Source: an optimization exercise on an open RTL-to-GDS flow (aim: small area). Production flows keep margins and buffers that such runs may drop.
Function was checked by simulation only, so behaviour that the tests miss may differ from the original.
Power figures rest on the tool's default switching activity, not on a simulated workload.

red:
## thumbdv_pe
module thumbdv_pe (
    input  wire        clk,
    input  wire        rst,           
    output wire        tx_valid,
    output wire [7:0]  tx_data,
    output wire [16:0] tx_count,
    input  wire        tx_ready,
    input  wire        tx_fault,
    output wire        rx_ready,
    input  wire        rx_valid,
    input  wire [7:0]  rx_data,
    input  wire        rx_short,
    input  wire        rx_fault,
    output wire [16:0] rd_count,
    output wire [16:0] rd_got,
    output wire [2:0]  sstate,
    output wire [2:0]  step,
    output wire        failed,
    output wire [2:0]  fail_step,
    output wire [2:0]  fail_cause,
    output reg         id_valid,
    output wire        id_sel,
    output reg  [7:0]  id_data,
    output wire        id_done,
    output wire        progress
);
export LEC_CHECK = 0
export CAP_MARGIN = 20
export CORE_MARGIN = 2
export CORE_UTILIZATION = 40
export GPL_TIMING_DRIVEN = 0
export SLEW_MARGIN = 20
create_clock -name core_clock -period 6.0 [get_ports {clk}]
standard.sh (not shown) runs the stock make flow with config.mk's settings and CLKGATE_MAP_FILE= SYNTH_SCRIPT=/design/flow/synth_recipe.tcl, a recipe that flattens the netlist after the stock synthesis.
==> flow/flow/run.sh <==
#!/bin/bash
# Own layout flow: the standard ORFS flow (standard.sh) with these changes:
#  - synthesis: ABC maps the logic with an area-oriented script (flow/area.abc: &deepsyn
#    restructuring, then dch and amap area mapping), and adders are
#    left to ABC (no full/half-adder cells, no Kogge-Stone carry map); the registers are made by
#    the same Yosys passes as the standard synthesis, so their names and cells are unchanged;
#  - the buffers synthesis leaves on output ports are removed at floorplan (REMOVE_ABC_BUFFERS);
#  - the input and output ports are buffered with sky130_fd_sc_hd__buf_1;
#  - clock tree synthesis inserts no dummy loads (CTS_ARGS below);
#  - constant outputs share the tie cells synthesis made (SKIP_REPAIR_TIE_FANOUT).
# The make output goes to flow.log here; ORFS's per-step logs are under orfs/logs/.
set -euo pipefail
W=$(pwd)
F=$W/flow
{ echo "source $F/abc_area.tcl"; cat "$W/synth_recipe.tcl"; } > "$W/area_synth.tcl"
sed "s#SYNTH_SCRIPT=[^ ]*#SYNTH_SCRIPT=$W/area_synth.tcl#" "$W/standard.sh" > "$W/area_standard.sh"
export MY_ABC_SCRIPT=$F/area.abc
bash "$W/area_standard.sh" ADDER_MAP_FILE= REMOVE_ABC_BUFFERS=1 SKIP_REPAIR_TIE_FANOUT=1 SYNTH_OPERATIONS_ARGS=-nofsm \
  "BUFFER_PORTS_ARGS=-buffer_cell sky130_fd_sc_hd__buf_1" \
  "CTS_ARGS=-sink_clustering_enable -repair_clock_nets -dont_use_dummy_load" \
  finish > "$W/flow.log" 2>&1
==> flow/flow/abc_area.tcl <==
# Loaded before the standard flow's synthesis script: ORFS's technology-mapping call to ABC runs with the
# area-oriented script in $::env(MY_ABC_SCRIPT) instead of ORFS's delay-oriented one. Nothing
# else in synthesis changes (the registers come from the same Yosys passes as before).
proc abc {args} {
  set out {}
  for {set i 0} {$i < [llength $args]} {incr i} {
    set a [lindex $args $i]
    if {$a eq "-script"} { incr i; continue }
    lappend out $a
  }
  set out [linsert $out 0 -script $::env(MY_ABC_SCRIPT)]
  puts "abc (area script): $out"
  yosys abc {*}$out
}
==> flow/flow/area.abc <==
strash
&get -n
&deepsyn -T 30 -I 10
&put
dch -f
amap
Changes in blue relative to red:
diff --git a/flow/flow/run.sh b/flow/flow/run.sh
--- a/flow/flow/run.sh
+++ b/flow/flow/run.sh
@@ -2,4 +2,3 @@
 # Own layout flow: the standard ORFS flow (standard.sh) with these changes:
-#  - synthesis: ABC maps the logic with an area-oriented script (flow/area.abc: &deepsyn
-#    restructuring, then dch and amap area mapping), and adders are
+#  - synthesis: ABC maps the logic with an area-oriented script (flow/area.abc), and adders are
 #    left to ABC (no full/half-adder cells, no Kogge-Stone carry map); the registers are made by
Notes after the runs:
- blue finished all stages; the layout is clean.
- Comparing red against blue, there is no change at all in sum of negative setup slack.
- Between blue and red, the clock network fraction of total power figures differ only marginally.
- From blue to red, clock skew did not move at all.
- blue and red ended up with nearly the same count of distinct cell types in the synthesized netlist.
- Reported for blue and red, post-layout instance area turned out identical to the last digit.
- Re met2 layer wire length in the routed design: no difference whatsoever between blue and red.
- Diff red..blue | global-route track usage on met1 | unchanged
- As far as total power goes, blue and red are indistinguishable; the numbers are identical.
- On combined area of all synthesized cells, blue and red are neck and neck.
- Routed wire length: red vs blue identical
- From blue to red, smallest hold slack did not move at all.
Changes in green relative to blue:
diff --git a/flow/flow/run.sh b/flow/flow/run.sh
--- a/flow/flow/run.sh
+++ b/flow/flow/run.sh
@@ -18,3 +18,3 @@
   "BUFFER_PORTS_ARGS=-buffer_cell sky130_fd_sc_hd__buf_1" \
-  "CTS_ARGS=-sink_clustering_enable -repair_clock_nets -dont_use_dummy_load" \
+  "CTS_ARGS=-repair_clock_nets -dont_use_dummy_load -wire_unit 500 -buf_list sky130_fd_sc_hd__clkbuf_16 -root_buf sky130_fd_sc_hd__clkbuf_16" \
   finish > "$W/flow.log" 2>&1
==> flow/flow/area.abc <==
strash
dch -f
amap
strash
dch -f
amap
==> run summary <==
Cmp green vs blue: cell count higher in green. Delta (green minus blue): clock period minus final worst setup slack rose 280 ps; met2 wire length saw a decrease; fraction of the mapped netlist area in compound gates rose by 0.60 points.
Changes in orange relative to green:
diff --git a/flow/flow/run.sh b/flow/flow/run.sh
--- a/flow/flow/run.sh
+++ b/flow/flow/run.sh
@@ -18,3 +18,3 @@
   "BUFFER_PORTS_ARGS=-buffer_cell sky130_fd_sc_hd__buf_1" \
-  "CTS_ARGS=-repair_clock_nets -dont_use_dummy_load -wire_unit 500 -buf_list sky130_fd_sc_hd__clkbuf_16 -root_buf sky130_fd_sc_hd__clkbuf_16" \
+  "CTS_ARGS=-sink_clustering_enable -repair_clock_nets -dont_use_dummy_load -sink_clustering_size 60 -sink_clustering_max_diameter 1000 -buf_list sky130_fd_sc_hd__clkbuf_16 -root_buf sky130_fd_sc_hd__clkbuf_16" \
   finish > "$W/flow.log" 2>&1
==> flow/flow/area.abc <==
strash
&get -n
&deepsyn -T 30 -I 10
&put
dch -f
amap
==> comparison <==
No stage failed in orange, and the final checks on the layout all came back clean.
[diff] worst setup slack, orange relative to green: improvement
orange vs green: clock share of power up in orange
[compare] base=green new=orange: achievable clock frequency picked up an extra about 7%; wire length of the first global-routing pass -about 3%; die height went down; total number of cells along the worst setup path shows a reduction of 3; final wirelength went down 3.8%.
Count of buffers inserted at the top-level ports across green and orange: no real change.
The combinational power in orange is 0.911 times that in green.

[afterwards: timing with drivers on the ports]
The results above use ideal ports. As a check the final layouts listed here were re-extracted and re-timed, cells and wires unchanged. Step 1: set_driving_cell puts a clkbuf_16 on clk and a buf_2 on each other input, an assumption about the parent block. Step 2 adds t to the input delays and takes it off the output delays; t is the mean of the earliest and latest rising clock arrival at the registers after step 1. Input paths then give back, and output paths get back, about the clock's delay inside the block. a / b / c = no drivers / after step 1 / after step 2; a / b = the first two.
run	t (ns)	slack for setup (ns)	clock arrival spread, ns
red	0.326	1.650 / 1.623 / 1.880	0.024 / 0.025
blue	0.326	1.650 / 1.623 / 1.880	0.024 / 0.025
green	0.319	1.373 / 1.339 / 1.529	0.020 / 0.020
orange	0.320	1.675 / 1.640 / 1.862	0.019 / 0.018
After both steps setup and hold are still met in every run listed.
